Source: an optimization exercise on an open RTL-to-GDS flow (aim: small area, a short achievable clock period and few clock cycles). Production flows keep margins and buffers that such runs may drop.
At most, simulation tests tie the RTL to the original design; equivalence was not proved.
Power is estimated from default activity; no workload was simulated.

==> exp/amber <==
## gvi_codec
module gvi_codec (
    input  wire       clk,
    input  wire       rst,
    input  wire       enc_in_valid,
    output wire       enc_in_ready,
    input  wire [3:0] enc_in_nib,
    input  wire       enc_in_last,
    input  wire [3:0] enc_in_shift,
    output wire       enc_out_valid,
    input  wire       enc_out_ready,
    output wire [7:0] enc_out_char,
    output wire       enc_out_last,
    input  wire       dec_in_valid,
    output wire       dec_in_ready,
    input  wire [7:0] dec_in_char,
    input  wire       dec_in_last,
    input  wire [3:0] dec_in_shift,
    output wire       dec_out_valid,
    input  wire       dec_out_ready,
    output wire [3:0] dec_out_nib,
    output wire [1:0] dec_out_err,
    output wire       dec_out_last
);
    gvi_encoder u_encoder (
        .clk(clk), .rst(rst),
        .in_valid(enc_in_valid), .in_ready(enc_in_ready),
        .in_nib(enc_in_nib), .in_last(enc_in_last), .in_shift(enc_in_shift),
        .out_valid(enc_out_valid), .out_ready(enc_out_ready),
        .out_char(enc_out_char), .out_last(enc_out_last)
    );
    gvi_decoder u_decoder (
        .clk(clk), .rst(rst),
        .in_valid(dec_in_valid), .in_ready(dec_in_ready),
        .in_char(dec_in_char), .in_last(dec_in_last), .in_shift(dec_in_shift),
        .out_valid(dec_out_valid), .out_ready(dec_out_ready),
        .out_nib(dec_out_nib), .out_err(dec_out_err), .out_last(dec_out_last)
    );
endmodule
clock: 7.0 ns
lec_check: 0
abc_area: 1
cap_margin: 20
core_margin: 2
core_utilization: 40
setup_slack_margin: 4.6
slew_margin: 20
standard.sh (not shown) runs the stock make flow with config.mk's settings and CLKGATE_MAP_FILE= SYNTH_SCRIPT=/design/flow/synth_recipe.tcl, a recipe that flattens the netlist after the stock synthesis.
==> flow/flow/run.sh <==
#!/bin/bash
# The standard layout with two synthesis/placement choices changed:
# - yosys's full/half-adder extraction (ADDER_MAP_FILE) is skipped, so ABC
#   maps the adders and comparators with the rest of the logic;
# - the port buffers that placement inserts are buf_1 cells.
set -euo pipefail
bash standard.sh ADDER_MAP_FILE= "BUFFER_PORTS_ARGS=-buffer_cell sky130_fd_sc_hd__buf_1" finish > orfs_make.log 2>&1
==> exp/yarrow (differences from exp/amber) <==
--- a/flow/design.v
+++ b/flow/design.v
@@ -554,22 +554,14 @@
     reg  [7:0] pr;
     reg        pv, pesc, plast;
     reg  [7:0] ochar;
     reg        ovalid, olast;
     reg        ph;         
-    reg        in_ready_r;
-    function [3:0] kbits(input [2:0] n, input h, input f);
-        reg [3:0] k0;
-        begin
-            k0 = {n[1:0], n[2], 1'b0};                            
-            if (f) kbits = 4'd14;
-            else if (h) kbits = k0[3] ? k0 - 4'd7 : k0 + 4'd7;   
-            else kbits = k0;
-        end
-    endfunction
-    wire [3:0] k = kbits(wn, rh, full);
-    assign in_ready  = in_ready_r;
+    wire [3:0] k0 = {wn[1:0], wn[2], 1'b0};                   
+    wire [3:0] k1 = k0[3] ? k0 - 4'd7 : k0 + 4'd7;            
+    wire [3:0] k  = full ? 4'd14 : (rh ? k1 : k0);
+    assign in_ready  = !drain && (k <= 4'd10);
     assign out_valid = ovalid;
     assign out_char  = ochar;
     assign out_last  = olast;
     wire in_fire = in_valid & in_ready;
     wire [6:0] win = rh ? {buf_r[7], buf_r[8], buf_r[9], buf_r[10], buf_r[11], buf_r[12], buf_r[13]}
@@ -583,33 +575,21 @@
     wire pmove = ofree & pv & (!pesc | ph);
     wire pfree = !pv | pmove;
     wire pop   = pfree & have;
     wire [7:0] safe_chr;
     gvi_safe_enc u_enc (.r(pr), .chr(safe_chr));
-    wire       refin   = pop & fin;               
-    wire       drain_n = !refin & (drain | (in_fire & in_last));
-    wire [2:0] wn_n    = refin ? 3'd0 : !in_fire ? wn : (wn == 3'd6) ? 3'd0 : wn + 3'd1;
-    wire       rh_n    = !refin & (rh ^ pop);
-    wire       full_n  = !refin & !pop & (full | (in_fire & !rh & (wn == 3'd6)));
-    wire [3:0] k_n     = kbits(wn_n, rh_n, full_n);
     always @(posedge clk) begin
         if (rst) begin
-            in_ready_r <= 1'b1;
             wn     <= 3'd0;
             rh     <= 1'b0;
             full   <= 1'b0;
             drain  <= 1'b0;
             first  <= 1'b1;
             pv     <= 1'b0;
             ph     <= 1'b0;
             ovalid <= 1'b0;
         end else begin
-            in_ready_r <= !drain_n & (k_n <= 4'd10);
-            drain <= drain_n;
-            wn    <= wn_n;
-            rh    <= rh_n;
-            full  <= full_n;
             if (in_fire) begin
                 if (wn == 3'd0) buf_r[0]  <= in_nib[3];
                 if (wn == 3'd3) buf_r[0]  <= in_nib[1];
                 if (wn == 3'd0) buf_r[1]  <= in_nib[2];
                 if (wn == 3'd3) buf_r[1]  <= in_nib[0];
@@ -635,19 +615,30 @@
                 if (wn == 3'd6) buf_r[11] <= in_nib[2];
                 if (wn == 3'd3) buf_r[12] <= in_nib[3];
                 if (wn == 3'd6) buf_r[12] <= in_nib[1];
                 if (wn == 3'd3) buf_r[13] <= in_nib[2];
                 if (wn == 3'd6) buf_r[13] <= in_nib[0];
+                wn    <= (wn == 3'd6) ? 3'd0 : wn + 3'd1;
                 first <= in_last;
                 if (first) mshift <= in_shift;
+                if (in_last) drain <= 1'b1;
             end
             if (pfree) pv <= have;
             if (pop) begin
                 pr    <= esc ? {5'd0, sym[2:0] - 3'd2} : {1'b0, sym} + {4'd0, mshift};
                 pesc  <= esc;
                 plast <= fin;
             end
+            if (pop & fin) begin
+                rh    <= 1'b0;
+                wn    <= 3'd0;
+                full  <= 1'b0;
+                drain <= 1'b0;
+            end else begin
+                full <= pop ? 1'b0 : (full | (in_fire & !rh & (wn == 3'd6)));
+                if (pop) rh <= !rh;
+            end
             if (ofree) ovalid <= pv;
             if (ofree & pv) begin
                 if (pesc & !ph) begin
                     ochar <= 8'h40;
                     olast <= 1'b0;
@@ -692,23 +683,16 @@
     reg        drain;      
     reg  [1:0] derr;       
     reg  [3:0] onib;
     reg  [1:0] oerr;
     reg        ovalid, olast;
-    reg        in_ready_r;
-    function [3:0] kbits(input [2:0] n, input h, input f);
-        reg [3:0] k0;
-        begin
-            k0 = (n == 3'd0) ? 4'd0 : (n == 3'd1) ? 4'd10 : (n == 3'd2) ? 4'd6 : (n == 3'd3) ? 4'd2 :
-                 (n == 3'd4) ? 4'd12 : (n == 3'd5) ? 4'd8 : 4'd4;       
-            if (f) kbits = 4'd14;
-            else if (h) kbits = k0[3] ? k0 - 4'd7 : k0 + 4'd7;     
-            else kbits = k0;
-        end
-    endfunction
-    wire [3:0] k = kbits(rn, wh, full);
-    assign in_ready  = in_ready_r;
+    wire [3:0] kk0;
+    assign kk0 = (rn == 3'd0) ? 4'd0 : (rn == 3'd1) ? 4'd10 : (rn == 3'd2) ? 4'd6 : (rn == 3'd3) ? 4'd2 :
+                 (rn == 3'd4) ? 4'd12 : (rn == 3'd5) ? 4'd8 : 4'd4;    
+    wire [3:0] k1 = kk0[3] ? kk0 - 4'd7 : kk0 + 4'd7;         
+    wire [3:0] k  = full ? 4'd14 : (wh ? k1 : kk0);
+    assign in_ready  = !cv | skipping | (!drain & ((k <= 4'd7) | c_at));
     assign out_valid = ovalid;
     assign out_nib   = onib;
     assign out_err   = oerr;
     assign out_last  = olast;
     wire in_fire = in_valid & in_ready;
@@ -751,34 +735,16 @@
             want_wr = 1'b1;
         end else begin
             perr = E_CHAR;
         end
     end
-    wire       room  = (k <= 4'd7);
+    wire       room  = (k <= 4'd7) | (rd & (k <= 4'd11));    
     wire       proc  = cv & (skipping | (!drain & (!want_wr | room)));
     wire       wr    = proc & !skipping & want_wr;
     wire       bw    = cv & !drain & room;
     wire       perr_go = proc & !skipping & (perr != E_NONE);
     wire       fin_in  = (wr & clast) | perr_go;    
-    wire       cv_n   = in_fire | (cv & !proc);
-    wire       c_at_n = in_fire ? (in_char == 8'h40) : c_at;
-    reg        skipping_n;
-    always @(*) begin
-        skipping_n = skipping;
-        if (proc) begin
-            if (skipping) begin
-                if (clast) skipping_n = 1'b0;
-            end else if (perr != E_NONE) begin
-                skipping_n = !clast;
-            end
-        end
-    end
-    wire       drain_n = !done & (drain | fin_in);
-    wire       wh_n    = !done & (wh ^ wr);
-    wire [2:0] rn_n    = done ? 3'd0 : !rd ? rn : (rn == 3'd6) ? 3'd0 : rn + 3'd1;
-    wire       full_n  = !done & (wr ? (wh & (rd ? rn == 3'd6 : rn == 3'd0)) : (full & !rd));
-    wire [3:0] k_n     = kbits(rn_n, wh_n, full_n);
     integer i;
     always @(posedge clk) begin
         if (rst) begin
             cv       <= 1'b0;
             first    <= 1'b1;
@@ -788,44 +754,56 @@
             rn       <= 3'd0;
             full     <= 1'b0;
             drain    <= 1'b0;
             derr     <= E_NONE;
             ovalid   <= 1'b0;
-            in_ready_r <= 1'b1;
         end else begin
-            in_ready_r <= !cv_n | skipping_n | (!drain_n & ((k_n <= 4'd7) | c_at_n));
-            cv       <= cv_n;
-            skipping <= skipping_n;
-            drain    <= drain_n;
-            wh       <= wh_n;
-            rn       <= rn_n;
-            full     <= full_n;
             if (in_fire) begin
                 cidx  <= in_idx;
                 chit  <= in_hit;
                 c_at  <= (in_char == 8'h40);
                 cd05  <= (in_char[7:3] == 5'b00110) & !(in_char[2] & in_char[1]);
                 clast <= in_last;
                 first <= in_last;
                 if (first) mshift <= in_shift;
             end
-            if (proc & !skipping) begin
-                esc_pend <= !esc_pend & c_at & !clast;
-                if (perr != E_NONE) derr <= perr;
+            if (in_fire) cv <= 1'b1;
+            else if (proc) cv <= 1'b0;
+            if (proc) begin
+                if (skipping) begin
+                    if (clast) skipping <= 1'b0;
+                end else begin
+                    esc_pend <= !esc_pend & c_at & !clast;
+                    if (perr != E_NONE) begin
+                        derr     <= perr;
+                        skipping <= !clast;
+                    end
+                end
             end
             if (bw) begin
                 for (i = 0; i < 7; i = i + 1)
                     if (wh) buf_r[7 + i] <= psym[6 - i];
                     else    buf_r[i]     <= psym[6 - i];
             end
+            if (wr) wh <= !wh;
             if (ofree) begin
                 ovalid <= rd | erd;
                 onib   <= rnib;
                 oerr   <= rd ? E_NONE : derr;
                 olast  <= rfin | erd;
             end
-            if (done) derr <= E_NONE;
+            if (rd) rn <= (rn == 3'd6) ? 3'd0 : rn + 3'd1;
+            if (done) begin
+                drain <= 1'b0;
+                derr  <= E_NONE;
+                full  <= 1'b0;
+                wh    <= 1'b0;
+                rn    <= 3'd0;
+            end else begin
+                if (fin_in) drain <= 1'b1;
+                full <= wr ? (wh & (rd ? rn == 3'd6 : rn == 3'd0)) : (full & !rd);
+            end
         end
     end
 endmodule
 module gvi_codec (
     input  wire       clk,
==> flow/flow/run.sh (replaced) <==
#!/bin/bash
# The standard layout, with synthesis left to ABC for the adders: yosys's
# full/half-adder extraction (ADDER_MAP_FILE) is skipped, nothing else changes.
set -euo pipefail
bash standard.sh ADDER_MAP_FILE= finish > orfs_make.log 2>&1
==> flow/config.mk (replaced) <==
export PLATFORM = sky130hd
export DESIGN_NAME = gvi_codec
export DESIGN_NICKNAME = gvi_codec
export VERILOG_FILES = /design/flow/design.v
export SDC_FILE = /design/flow/constraint.sdc
export NUM_CORES = 4
export LEC_CHECK = 0
export CAP_MARGIN = 20
export CORE_MARGIN = 2
export CORE_UTILIZATION = 40
export SETUP_SLACK_MARGIN = 4.6
export SLEW_MARGIN = 20
==> exp/xenon (differences from exp/amber) <==
==> flow/config.mk (replaced) <==
export PLATFORM = sky130hd
export DESIGN_NAME = gvi_codec
export DESIGN_NICKNAME = gvi_codec
export VERILOG_FILES = /design/flow/design.v
export SDC_FILE = /design/flow/constraint.sdc
export NUM_CORES = 4
export LEC_CHECK = 0
export CAP_MARGIN = 20
export CORE_MARGIN = 2
export CORE_UTILIZATION = 40
export CTS_BUF_LIST = sky130_fd_sc_hd__clkbuf_4 sky130_fd_sc_hd__clkbuf_8
export CTS_CLUSTER_SIZE = 30
export SETUP_SLACK_MARGIN = 4.4
export SLEW_MARGIN = 20
==> flow_metrics.py <==
metrics = {
    "setup_path": {
        "crit_chain": "xor2_4, a211oi_4, buf_2",
        "cp_slowest_cell": "dfxtp_4",
        "cp_data_required_time_ns": 5.60,
    },
    "finish": {
        "final_common_cell": "edfxtp_1",
        "drive_above_1_share_pct": 28.5,
    },
    "status": {
        "status": "finished clean",
    },
    "pwr": {
        "maxPowerGroup": "registers",
        "switching_power_uw": 503,
    },
    "placement": {
        "pre_cts_slack_ns": 2.82,
    },
    "timing": {
        "clock_skew_ns": 0.00770,
    },
    "drt": {
        "wl_per_cell_um": 16.5,
        "wl_met1_um": 7990,
    },
}
[end of results for exp/yarrow]
==> flow_metrics.py <==
metrics = {
    "status": {
        "status": "finished clean",
    },
    "timing": {
        "clock_skew_ns": 0.0104,
    },
    "drt": {
        "wl_per_cell_um": 15.8,
        "wl_met1_um": 7600,
    },
    "pwr": {
        "maxPowerGroup": "registers",
    },
    "setup_path": {
        "cp_slowest_cell": "a2111oi_2",
        "crit_chain": "buf_6, clkinvlp_4, buf_4, a221oi_1, nor2_1, a2111oi_2, nor3_1, a21oi_1",
    },
    "finish": {
        "drive_above_1_share_pct": 13.0,
    },
    "placement": {
        "pre_cts_slack_ns": 3.45,
    },
}
[end of results for exp/xenon]
==> flow_metrics.py <==
metrics = {
    "pwr": {
        "switching_power_uw": 896,
        "maxPowerGroup": "combinational cells",
    },
    "drt": {
        "wl_met1_um": 7470,
        "wl_per_cell_um": 13.3,
    },
    "setup_path": {
        "cp_slowest_cell": "nor3b_1",
    },
    "timing": {
        "clock_skew_ns": 0.00398,
    },
    "placement": {
        "pre_cts_slack_ns": 3.66,
    },
    "finish": {
        "drive_above_1_share_pct": 15.1,
    },
    "status": {
        "status": "finished clean",
    },
}
[end of results for exp/amber]
Testbench counts of exp/amber, summed over its fixed seeds: cycles 36,153.
Testbench counts of exp/yarrow, summed over its fixed seeds: cycles 36,153.
Testbench counts of exp/xenon, summed over its fixed seeds: cycles 36,153.

* * *

==> inputs of job 2865 <==
gvi_codec, a different RTL version from the one above (not shown whole).
==> module gvi_encoder, before the edit <==
module gvi_encoder (
    input  wire       clk,
    input  wire       rst,
    input  wire       in_valid,
    output wire       in_ready,
    input  wire [3:0] in_nib,
    input  wire       in_last,
    input  wire [3:0] in_shift,
    output wire       out_valid,
    input  wire       out_ready,
    output wire [7:0] out_char,
    output wire       out_last
);
    reg [13:0] buf_r;      
    reg  [2:0] wn;         
    reg        rh;         
    reg        full;       
    reg        drain;      
    reg        first;      
    reg        ph;         
    reg  [3:0] mshift;
    reg  [7:0] ochar;
    reg        ovalid, olast;
    wire [3:0] k0 = {wn[1:0], wn[2], 1'b0};                   
    wire [3:0] k1 = k0[3] ? k0 - 4'd7 : k0 + 4'd7;            
    wire [3:0] k  = full ? 4'd14 : (rh ? k1 : k0);
    assign in_ready  = !drain && (k <= 4'd10);
    assign out_valid = ovalid;
    assign out_char  = ochar;
    assign out_last  = olast;
    wire in_fire = in_valid & in_ready;
    wire [6:0] win = rh ? {buf_r[7], buf_r[8], buf_r[9], buf_r[10], buf_r[11], buf_r[12], buf_r[13]}
                        : {buf_r[0], buf_r[1], buf_r[2], buf_r[3], buf_r[4], buf_r[5], buf_r[6]};
    wire [6:0] mask = {1'b1, k > 4'd1, k > 4'd2, k > 4'd3, k > 4'd4, k > 4'd5, k > 4'd6};
    wire [6:0] sym  = win & mask;
    wire have  = (k >= 4'd7) | (drain & (k != 4'd0));
    wire ofree = !ovalid | out_ready;
    wire esc   = (sym[6:3] == 4'b1111) & (sym[2] | sym[1]);
    wire load  = ofree & have;
    wire pop   = load & (!esc | ph);
    wire fin   = drain & (k <= 4'd7);        
    wire [7:0] safe_chr;
    gvi_safe_enc u_enc (.r({1'b0, sym} + {4'd0, mshift}), .chr(safe_chr));
    wire [2:0] esc_d = sym[2:0] - 3'd2;
    always @(posedge clk) begin
        if (rst) begin
            wn     <= 3'd0;
            rh     <= 1'b0;
            full   <= 1'b0;
            drain  <= 1'b0;
            first  <= 1'b1;
            ph     <= 1'b0;
            ovalid <= 1'b0;
        end else begin
            if (in_fire) begin
                if (wn == 3'd0) buf_r[0] <= in_nib[3];
                if (wn == 3'd3) buf_r[0] <= in_nib[1];
                if (wn == 3'd0) buf_r[1] <= in_nib[2];
                if (wn == 3'd3) buf_r[1] <= in_nib[0];
                if (wn == 3'd0) buf_r[2] <= in_nib[1];
                if (wn == 3'd4) buf_r[2] <= in_nib[3];
                if (wn == 3'd0) buf_r[3] <= in_nib[0];
                if (wn == 3'd4) buf_r[3] <= in_nib[2];
                if (wn == 3'd1) buf_r[4] <= in_nib[3];
                if (wn == 3'd4) buf_r[4] <= in_nib[1];
                if (wn == 3'd1) buf_r[5] <= in_nib[2];
                if (wn == 3'd4) buf_r[5] <= in_nib[0];
                if (wn == 3'd1) buf_r[6] <= in_nib[1];
                if (wn == 3'd5) buf_r[6] <= in_nib[3];
                if (wn == 3'd1) buf_r[7] <= in_nib[0];
                if (wn == 3'd5) buf_r[7] <= in_nib[2];
                if (wn == 3'd2) buf_r[8] <= in_nib[3];
                if (wn == 3'd5) buf_r[8] <= in_nib[1];
                if (wn == 3'd2) buf_r[9] <= in_nib[2];
                if (wn == 3'd5) buf_r[9] <= in_nib[0];
                if (wn == 3'd2) buf_r[10] <= in_nib[1];
                if (wn == 3'd6) buf_r[10] <= in_nib[3];
                if (wn == 3'd2) buf_r[11] <= in_nib[0];
                if (wn == 3'd6) buf_r[11] <= in_nib[2];
                if (wn == 3'd3) buf_r[12] <= in_nib[3];
                if (wn == 3'd6) buf_r[12] <= in_nib[1];
                if (wn == 3'd3) buf_r[13] <= in_nib[2];
                if (wn == 3'd6) buf_r[13] <= in_nib[0];
                wn    <= (wn == 3'd6) ? 3'd0 : wn + 3'd1;
                first <= in_last;
                if (first) mshift <= in_shift;
                if (in_last) drain <= 1'b1;
            end
            if (ofree) ovalid <= have;
            if (load) begin
                if (esc & !ph) begin
                    ochar <= 8'h40;
                    olast <= 1'b0;
                    ph    <= 1'b1;
                end else begin
                    ochar <= esc ? {5'b00110, esc_d} : safe_chr;
                    olast <= fin;
                    ph    <= 1'b0;
                end
            end
            if (pop & fin) begin
                rh    <= 1'b0;
                wn    <= 3'd0;
                full  <= 1'b0;
                drain <= 1'b0;
            end else begin
                full <= pop ? 1'b0 : (full | (in_fire & !rh & (wn == 3'd6)));
                if (pop) rh <= !rh;
            end
        end
    end
endmodule
==> module gvi_decoder, before the edit <==
module gvi_decoder (
    input  wire       clk,
    input  wire       rst,
    input  wire       in_valid,
    output wire       in_ready,
    input  wire [7:0] in_char,
    input  wire       in_last,
    input  wire [3:0] in_shift,
    output wire       out_valid,
    input  wire       out_ready,
    output wire [3:0] out_nib,
    output wire [1:0] out_err,
    output wire       out_last
);
    localparam [1:0] E_NONE = 2'd0, E_CHAR = 2'd1, E_TRUNC = 2'd2, E_ESC = 2'd3;
    reg  [6:0] cidx;
    reg        chit;       
    reg        c_at;       
    reg        cd05;       
    reg        clast, cv;
    reg        first;      
    reg  [3:0] mshift;
    reg        esc_pend;   
    reg        skipping;   
    reg [13:0] buf_r;
    reg        wh;         
    reg  [2:0] rn;         
    reg        full;       
    reg        drain;      
    reg  [1:0] derr;       
    reg  [3:0] onib;
    reg  [1:0] oerr;
    reg        ovalid, olast;
    wire [3:0] kk0;
    assign kk0 = (rn == 3'd0) ? 4'd0 : (rn == 3'd1) ? 4'd10 : (rn == 3'd2) ? 4'd6 : (rn == 3'd3) ? 4'd2 :
                 (rn == 3'd4) ? 4'd12 : (rn == 3'd5) ? 4'd8 : 4'd4;    
    wire [3:0] k1 = kk0[3] ? kk0 - 4'd7 : kk0 + 4'd7;         
    wire [3:0] k  = full ? 4'd14 : (wh ? k1 : kk0);
    assign in_ready  = !cv | skipping | (!drain & ((k <= 4'd7) | c_at));
    assign out_valid = ovalid;
    assign out_nib   = onib;
    assign out_err   = oerr;
    assign out_last  = olast;
    wire in_fire = in_valid & in_ready;
    wire ofree = !ovalid | out_ready;
    wire rd    = ofree & (k >= 4'd4);
    wire erd   = ofree & !(k >= 4'd4) & drain & (derr != E_NONE);
    wire rfin  = rd & drain & (derr == E_NONE) & (k < 4'd8);    
    reg  [3:0] rnib;
    always @(*) begin
        case (rn)
            3'd0: rnib = {buf_r[0],  buf_r[1],  buf_r[2],  buf_r[3]};
            3'd1: rnib = {buf_r[4],  buf_r[5],  buf_r[6],  buf_r[7]};
            3'd2: rnib = {buf_r[8],  buf_r[9],  buf_r[10], buf_r[11]};
            3'd3: rnib = {buf_r[12], buf_r[13], buf_r[0],  buf_r[1]};
            3'd4: rnib = {buf_r[2],  buf_r[3],  buf_r[4],  buf_r[5]};
            3'd5: rnib = {buf_r[6],  buf_r[7],  buf_r[8],  buf_r[9]};
            default: rnib = {buf_r[10], buf_r[11], buf_r[12], buf_r[13]};
        endcase
    end
    wire done = rfin | erd;    
    wire       in_hit;
    wire [6:0] in_idx;
    gvi_safe_dec u_dec (.chr(in_char), .hit(in_hit), .idx(in_idx));
    wire [7:0] sub  = {1'b0, cidx} - {4'd0, mshift};
    wire [6:0] rsym = sub[7] ? (sub[6:0] + 7'd122) : sub[6:0];
    reg        want_wr;    
    reg  [6:0] psym;
    reg  [1:0] perr;
    always @(*) begin
        want_wr = 1'b0;
        psym    = rsym;
        perr    = E_NONE;
        if (esc_pend) begin
            psym = {4'b1111, cidx[2:0] - 3'd2};    
            if (cd05) want_wr = 1'b1;
            else perr = E_ESC;
        end else if (c_at) begin
            if (clast) perr = E_TRUNC;
        end else if (chit) begin
            want_wr = 1'b1;
        end else begin
            perr = E_CHAR;
        end
    end
    wire       room  = (k <= 4'd7);
    wire       proc  = cv & (skipping | (!drain & (!want_wr | room)));
    wire       wr    = proc & !skipping & want_wr;
    wire       bw    = cv & !drain & room;
    wire       perr_go = proc & !skipping & (perr != E_NONE);
    wire       fin_in  = (wr & clast) | perr_go;    
    integer i;
    always @(posedge clk) begin
        if (rst) begin
            cv       <= 1'b0;
            first    <= 1'b1;
            esc_pend <= 1'b0;
            skipping <= 1'b0;
            wh       <= 1'b0;
            rn       <= 3'd0;
            full     <= 1'b0;
            drain    <= 1'b0;
            derr     <= E_NONE;
            ovalid   <= 1'b0;
        end else begin
            if (in_fire) begin
                cidx  <= in_idx;
                chit  <= in_hit;
                c_at  <= (in_char == 8'h40);
                cd05  <= (in_char[7:3] == 5'b00110) & !(in_char[2] & in_char[1]);
                clast <= in_last;
                first <= in_last;
                if (first) mshift <= in_shift;
            end
            if (in_fire) cv <= 1'b1;
            else if (proc) cv <= 1'b0;
            if (proc) begin
                if (skipping) begin
                    if (clast) skipping <= 1'b0;
                end else begin
                    esc_pend <= !esc_pend & c_at & !clast;
                    if (perr != E_NONE) begin
                        derr     <= perr;
                        skipping <= !clast;
                    end
                end
            end
            if (bw) begin
                for (i = 0; i < 7; i = i + 1)
                    if (wh) buf_r[7 + i] <= psym[6 - i];
                    else    buf_r[i]     <= psym[6 - i];
            end
            if (wr) wh <= !wh;
            if (ofree) begin
                ovalid <= rd | erd;
                onib   <= rnib;
                oerr   <= rd ? E_NONE : derr;
                olast  <= rfin | erd;
            end
            if (rd) rn <= (rn == 3'd6) ? 3'd0 : rn + 3'd1;
            if (done) begin
                drain <= 1'b0;
                derr  <= E_NONE;
                full  <= 1'b0;
                wh    <= 1'b0;
                rn    <= 3'd0;
            end else begin
                if (fin_in) drain <= 1'b1;
                full <= wr ? (wh & (rd ? rn == 3'd6 : rn == 3'd0)) : (full & !rd);
            end
        end
    end
endmodule
export LEC_CHECK = 0
export CAP_MARGIN = 20
export CORE_MARGIN = 2
export CORE_UTILIZATION = 40
export SETUP_SLACK_MARGIN = 4.2
export SLEW_MARGIN = 20
create_clock -name core_clock -period 7.0 [get_ports {clk}]
==> flow/flow/run.sh <==
#!/bin/bash
# The standard layout, with synthesis left to ABC for the adders: yosys's
# full/half-adder extraction (ADDER_MAP_FILE) is skipped, nothing else changes.
set -euo pipefail
bash standard.sh ADDER_MAP_FILE= finish > orfs_make.log 2>&1
==> inputs of job 8587, as changes to job 2865 <==
--- a/flow/design.v
+++ b/flow/design.v
@@ -550,10 +550,12 @@
     reg        full;       
     reg        drain;      
     reg        first;      
-    reg        ph;         
     reg  [3:0] mshift;
+    reg  [7:0] pr;
+    reg        pv, pesc, plast;
     reg  [7:0] ochar;
     reg        ovalid, olast;
+    reg        ph;         
     wire [3:0] k0 = {wn[1:0], wn[2], 1'b0};                   
     wire [3:0] k1 = k0[3] ? k0 - 4'd7 : k0 + 4'd7;            
     wire [3:0] k  = full ? 4'd14 : (rh ? k1 : k0);
@@ -566,15 +568,15 @@
                         : {buf_r[0], buf_r[1], buf_r[2], buf_r[3], buf_r[4], buf_r[5], buf_r[6]};
     wire [6:0] mask = {1'b1, k > 4'd1, k > 4'd2, k > 4'd3, k > 4'd4, k > 4'd5, k > 4'd6};
     wire [6:0] sym  = win & mask;
-    wire have  = (k >= 4'd7) | (drain & (k != 4'd0));
+    wire       esc  = (sym[6:3] == 4'b1111) & (sym[2] | sym[1]);
+    wire       have = (k >= 4'd7) | (drain & (k != 4'd0));
+    wire       fin  = drain & (k <= 4'd7);        
     wire ofree = !ovalid | out_ready;
-    wire esc   = (sym[6:3] == 4'b1111) & (sym[2] | sym[1]);
-    wire load  = ofree & have;
-    wire pop   = load & (!esc | ph);
-    wire fin   = drain & (k <= 4'd7);        
+    wire pmove = ofree & pv & (!pesc | ph);
+    wire pfree = !pv | pmove;
+    wire pop   = pfree & have;
     wire [7:0] safe_chr;
-    gvi_safe_enc u_enc (.r({1'b0, sym} + {4'd0, mshift}), .chr(safe_chr));
-    wire [2:0] esc_d = sym[2:0] - 3'd2;
+    gvi_safe_enc u_enc (.r(pr), .chr(safe_chr));
     always @(posedge clk) begin
         if (rst) begin
             wn     <= 3'd0;
@@ -582,30 +584,31 @@
             full   <= 1'b0;
             drain  <= 1'b0;
             first  <= 1'b1;
+            pv     <= 1'b0;
             ph     <= 1'b0;
             ovalid <= 1'b0;
         end else begin
             if (in_fire) begin
-                if (wn == 3'd0) buf_r[0] <= in_nib[3];
-                if (wn == 3'd3) buf_r[0] <= in_nib[1];
-                if (wn == 3'd0) buf_r[1] <= in_nib[2];
-                if (wn == 3'd3) buf_r[1] <= in_nib[0];
-                if (wn == 3'd0) buf_r[2] <= in_nib[1];
-                if (wn == 3'd4) buf_r[2] <= in_nib[3];
-                if (wn == 3'd0) buf_r[3] <= in_nib[0];
-                if (wn == 3'd4) buf_r[3] <= in_nib[2];
-                if (wn == 3'd1) buf_r[4] <= in_nib[3];
-                if (wn == 3'd4) buf_r[4] <= in_nib[1];
-                if (wn == 3'd1) buf_r[5] <= in_nib[2];
-                if (wn == 3'd4) buf_r[5] <= in_nib[0];
-                if (wn == 3'd1) buf_r[6] <= in_nib[1];
-                if (wn == 3'd5) buf_r[6] <= in_nib[3];
-                if (wn == 3'd1) buf_r[7] <= in_nib[0];
-                if (wn == 3'd5) buf_r[7] <= in_nib[2];
-                if (wn == 3'd2) buf_r[8] <= in_nib[3];
-                if (wn == 3'd5) buf_r[8] <= in_nib[1];
-                if (wn == 3'd2) buf_r[9] <= in_nib[2];
-                if (wn == 3'd5) buf_r[9] <= in_nib[0];
+                if (wn == 3'd0) buf_r[0]  <= in_nib[3];
+                if (wn == 3'd3) buf_r[0]  <= in_nib[1];
+                if (wn == 3'd0) buf_r[1]  <= in_nib[2];
+                if (wn == 3'd3) buf_r[1]  <= in_nib[0];
+                if (wn == 3'd0) buf_r[2]  <= in_nib[1];
+                if (wn == 3'd4) buf_r[2]  <= in_nib[3];
+                if (wn == 3'd0) buf_r[3]  <= in_nib[0];
+                if (wn == 3'd4) buf_r[3]  <= in_nib[2];
+                if (wn == 3'd1) buf_r[4]  <= in_nib[3];
+                if (wn == 3'd4) buf_r[4]  <= in_nib[1];
+                if (wn == 3'd1) buf_r[5]  <= in_nib[2];
+                if (wn == 3'd4) buf_r[5]  <= in_nib[0];
+                if (wn == 3'd1) buf_r[6]  <= in_nib[1];
+                if (wn == 3'd5) buf_r[6]  <= in_nib[3];
+                if (wn == 3'd1) buf_r[7]  <= in_nib[0];
+                if (wn == 3'd5) buf_r[7]  <= in_nib[2];
+                if (wn == 3'd2) buf_r[8]  <= in_nib[3];
+                if (wn == 3'd5) buf_r[8]  <= in_nib[1];
+                if (wn == 3'd2) buf_r[9]  <= in_nib[2];
+                if (wn == 3'd5) buf_r[9]  <= in_nib[0];
                 if (wn == 3'd2) buf_r[10] <= in_nib[1];
                 if (wn == 3'd6) buf_r[10] <= in_nib[3];
                 if (wn == 3'd2) buf_r[11] <= in_nib[0];
@@ -619,17 +622,11 @@
                 if (first) mshift <= in_shift;
                 if (in_last) drain <= 1'b1;
             end
-            if (ofree) ovalid <= have;
-            if (load) begin
-                if (esc & !ph) begin
-                    ochar <= 8'h40;
-                    olast <= 1'b0;
-                    ph    <= 1'b1;
-                end else begin
-                    ochar <= esc ? {5'b00110, esc_d} : safe_chr;
-                    olast <= fin;
-                    ph    <= 1'b0;
-                end
+            if (pfree) pv <= have;
+            if (pop) begin
+                pr    <= esc ? {5'd0, sym[2:0] - 3'd2} : {1'b0, sym} + {4'd0, mshift};
+                pesc  <= esc;
+                plast <= fin;
             end
             if (pop & fin) begin
                 rh    <= 1'b0;
@@ -640,6 +637,18 @@
                 full <= pop ? 1'b0 : (full | (in_fire & !rh & (wn == 3'd6)));
                 if (pop) rh <= !rh;
             end
+            if (ofree) ovalid <= pv;
+            if (ofree & pv) begin
+                if (pesc & !ph) begin
+                    ochar <= 8'h40;
+                    olast <= 1'b0;
+                    ph    <= 1'b1;
+                end else begin
+                    ochar <= pesc ? {5'b00110, pr[2:0]} : safe_chr;
+                    olast <= plast;
+                    ph    <= 1'b0;
+                end
+            end
         end
     end
 endmodule
==> flow/flow/run.sh (replaced) <==
#!/bin/bash
# The standard layout with two synthesis/placement choices changed:
# - yosys's full/half-adder extraction (ADDER_MAP_FILE) is skipped, so ABC
#   maps the adders and comparators with the rest of the logic;
# - the port buffers that placement inserts are buf_1 cells.
set -euo pipefail
bash standard.sh ADDER_MAP_FILE= "BUFFER_PORTS_ARGS=-buffer_cell sky130_fd_sc_hd__buf_1" finish > orfs_make.log 2>&1
==> inputs of job 6528, as changes to job 2865 <==
--- a/flow/design.v
+++ b/flow/design.v
@@ -550,10 +550,12 @@
     reg        full;       
     reg        drain;      
     reg        first;      
-    reg        ph;         
     reg  [3:0] mshift;
+    reg  [7:0] pr;
+    reg        pv, pesc, plast;
     reg  [7:0] ochar;
     reg        ovalid, olast;
+    reg        ph;         
     wire [3:0] k0 = {wn[1:0], wn[2], 1'b0};                   
     wire [3:0] k1 = k0[3] ? k0 - 4'd7 : k0 + 4'd7;            
     wire [3:0] k  = full ? 4'd14 : (rh ? k1 : k0);
@@ -566,15 +568,15 @@
                         : {buf_r[0], buf_r[1], buf_r[2], buf_r[3], buf_r[4], buf_r[5], buf_r[6]};
     wire [6:0] mask = {1'b1, k > 4'd1, k > 4'd2, k > 4'd3, k > 4'd4, k > 4'd5, k > 4'd6};
     wire [6:0] sym  = win & mask;
-    wire have  = (k >= 4'd7) | (drain & (k != 4'd0));
+    wire       esc  = (sym[6:3] == 4'b1111) & (sym[2] | sym[1]);
+    wire       have = (k >= 4'd7) | (drain & (k != 4'd0));
+    wire       fin  = drain & (k <= 4'd7);        
     wire ofree = !ovalid | out_ready;
-    wire esc   = (sym[6:3] == 4'b1111) & (sym[2] | sym[1]);
-    wire load  = ofree & have;
-    wire pop   = load & (!esc | ph);
-    wire fin   = drain & (k <= 4'd7);        
+    wire pmove = ofree & pv & (!pesc | ph);
+    wire pfree = !pv | pmove;
+    wire pop   = pfree & have;
     wire [7:0] safe_chr;
-    gvi_safe_enc u_enc (.r({1'b0, sym} + {4'd0, mshift}), .chr(safe_chr));
-    wire [2:0] esc_d = sym[2:0] - 3'd2;
+    gvi_safe_enc u_enc (.r(pr), .chr(safe_chr));
     always @(posedge clk) begin
         if (rst) begin
             wn     <= 3'd0;
@@ -582,30 +584,31 @@
             full   <= 1'b0;
             drain  <= 1'b0;
             first  <= 1'b1;
+            pv     <= 1'b0;
             ph     <= 1'b0;
             ovalid <= 1'b0;
         end else begin
             if (in_fire) begin
-                if (wn == 3'd0) buf_r[0] <= in_nib[3];
-                if (wn == 3'd3) buf_r[0] <= in_nib[1];
-                if (wn == 3'd0) buf_r[1] <= in_nib[2];
-                if (wn == 3'd3) buf_r[1] <= in_nib[0];
-                if (wn == 3'd0) buf_r[2] <= in_nib[1];
-                if (wn == 3'd4) buf_r[2] <= in_nib[3];
-                if (wn == 3'd0) buf_r[3] <= in_nib[0];
-                if (wn == 3'd4) buf_r[3] <= in_nib[2];
-                if (wn == 3'd1) buf_r[4] <= in_nib[3];
-                if (wn == 3'd4) buf_r[4] <= in_nib[1];
-                if (wn == 3'd1) buf_r[5] <= in_nib[2];
-                if (wn == 3'd4) buf_r[5] <= in_nib[0];
-                if (wn == 3'd1) buf_r[6] <= in_nib[1];
-                if (wn == 3'd5) buf_r[6] <= in_nib[3];
-                if (wn == 3'd1) buf_r[7] <= in_nib[0];
-                if (wn == 3'd5) buf_r[7] <= in_nib[2];
-                if (wn == 3'd2) buf_r[8] <= in_nib[3];
-                if (wn == 3'd5) buf_r[8] <= in_nib[1];
-                if (wn == 3'd2) buf_r[9] <= in_nib[2];
-                if (wn == 3'd5) buf_r[9] <= in_nib[0];
+                if (wn == 3'd0) buf_r[0]  <= in_nib[3];
+                if (wn == 3'd3) buf_r[0]  <= in_nib[1];
+                if (wn == 3'd0) buf_r[1]  <= in_nib[2];
+                if (wn == 3'd3) buf_r[1]  <= in_nib[0];
+                if (wn == 3'd0) buf_r[2]  <= in_nib[1];
+                if (wn == 3'd4) buf_r[2]  <= in_nib[3];
+                if (wn == 3'd0) buf_r[3]  <= in_nib[0];
+                if (wn == 3'd4) buf_r[3]  <= in_nib[2];
+                if (wn == 3'd1) buf_r[4]  <= in_nib[3];
+                if (wn == 3'd4) buf_r[4]  <= in_nib[1];
+                if (wn == 3'd1) buf_r[5]  <= in_nib[2];
+                if (wn == 3'd4) buf_r[5]  <= in_nib[0];
+                if (wn == 3'd1) buf_r[6]  <= in_nib[1];
+                if (wn == 3'd5) buf_r[6]  <= in_nib[3];
+                if (wn == 3'd1) buf_r[7]  <= in_nib[0];
+                if (wn == 3'd5) buf_r[7]  <= in_nib[2];
+                if (wn == 3'd2) buf_r[8]  <= in_nib[3];
+                if (wn == 3'd5) buf_r[8]  <= in_nib[1];
+                if (wn == 3'd2) buf_r[9]  <= in_nib[2];
+                if (wn == 3'd5) buf_r[9]  <= in_nib[0];
                 if (wn == 3'd2) buf_r[10] <= in_nib[1];
                 if (wn == 3'd6) buf_r[10] <= in_nib[3];
                 if (wn == 3'd2) buf_r[11] <= in_nib[0];
@@ -619,17 +622,11 @@
                 if (first) mshift <= in_shift;
                 if (in_last) drain <= 1'b1;
             end
-            if (ofree) ovalid <= have;
-            if (load) begin
-                if (esc & !ph) begin
-                    ochar <= 8'h40;
-                    olast <= 1'b0;
-                    ph    <= 1'b1;
-                end else begin
-                    ochar <= esc ? {5'b00110, esc_d} : safe_chr;
-                    olast <= fin;
-                    ph    <= 1'b0;
-                end
+            if (pfree) pv <= have;
+            if (pop) begin
+                pr    <= esc ? {5'd0, sym[2:0] - 3'd2} : {1'b0, sym} + {4'd0, mshift};
+                pesc  <= esc;
+                plast <= fin;
             end
             if (pop & fin) begin
                 rh    <= 1'b0;
@@ -640,6 +637,18 @@
                 full <= pop ? 1'b0 : (full | (in_fire & !rh & (wn == 3'd6)));
                 if (pop) rh <= !rh;
             end
+            if (ofree) ovalid <= pv;
+            if (ofree & pv) begin
+                if (pesc & !ph) begin
+                    ochar <= 8'h40;
+                    olast <= 1'b0;
+                    ph    <= 1'b1;
+                end else begin
+                    ochar <= pesc ? {5'b00110, pr[2:0]} : safe_chr;
+                    olast <= plast;
+                    ph    <= 1'b0;
+                end
+            end
         end
     end
 endmodule
@@ -728,7 +737,7 @@
             perr = E_CHAR;
         end
     end
-    wire       room  = (k <= 4'd7);
+    wire       room  = (k <= 4'd7) | (rd & (k <= 4'd11));    
     wire       proc  = cv & (skipping | (!drain & (!want_wr | room)));
     wire       wr    = proc & !skipping & want_wr;
     wire       bw    = cv & !drain & room;
==> metrics.cfg <==
[yosys]
synthXorXnorAreaFrac=0.0354
synthMuxAreaShare=0.0569

[cells_and_area]
finalNonFillerCells=1020
final_common_cell=nand2_1

[die]
die-area_um2=17800
die_w_um=133
core_area_um2=16500

[sta]
finClkSkew_ps=10.8

[critical_path]
required_ps=5600

[grt]
use_met1=0.228

[run_status]
status=no timing/DRC/antenna violations

-- figures above: job 8587

==> metrics.cfg <==
[yosys]
synth.yosys.warnings=4
synthMuxAreaShare=0.0469
synthXorXnorAreaFrac=0.0510

[critical_path]
r2r_cells=13
required_ps=7220

[cts]
cts_hold_buf=0

[die]
die-area_um2=17200
core_area_um2=15800
die_w_um=131

[run_status]
status=no timing/DRC/antenna violations

[sta]
finClkSkew_ps=5.34

[cells_and_area]
final_common_cell=nand2_1
finalNonFillerCells=1070

-- figures above: job 2865

==> metrics.cfg <==
[run_status]
status=no timing/DRC/antenna violations

[cells_and_area]
finalNonFillerCells=1023
final_common_cell=nor2_1

[cts]
post_cts_buffers=16

[yosys]
synthXorXnorAreaFrac=0.0343
ys_seq_elements=96
synthMuxAreaShare=0.0493
yosys.area_share.simple=0.201

[critical_path]
required_ps=5600

[power]
p_comb_mw=0.413

[sta]
finClkSkew_ps=10.2

[die]
die-area_um2=17600
die_w_um=133

[detailed_routing]
drtPass1Iterations=5

-- figures above: job 6528

Testbench counts of job 6528, summed over its fixed seeds: cycles 36,153.
The RTL of job 2865 and job 8587 was laid out without a check of its function.

-- separate check: timing with driven ports --
The results above use ideal ports. As a check the final layouts listed here were re-extracted and re-timed, cells and wires unchanged. Step 1: set_driving_cell puts a clkbuf_16 on clk and a buf_2 on each other input, an assumption about the parent block. Step 2, shift: input delay + t, output delay - t, t = (earliest + latest rising clock arrival at the registers) / 2. This alone moves slack from input paths to output paths. Three values: ideal ports, drivers, drivers and shift; two values: the first two.
run | t, ns | slack for setup (ns) | worst slew at a driven data input, ns
exp/amber | 0.383 | 4.630 / 4.642 / 4.259 | 0.05
exp/yarrow | 0.377 | 4.269 / 4.228 / 4.068 | 0.15
exp/xenon | 0.420 | 4.466 / 4.463 / 4.043 | 0.04
job 2865 | 0.384 | 3.892 / 3.892 / 3.892 | 0.04
job 8587 | 0.389 | 4.157 / 4.116 / 3.869 | 0.05
job 6528 | 0.381 | 4.170 / 4.131 / 3.940 | 0.04
After both steps setup and hold are still met in every run listed. The setup slack of exp/xenon, which loses most, moves by -0.003 ns with the drivers and by -0.423 ns with both steps.
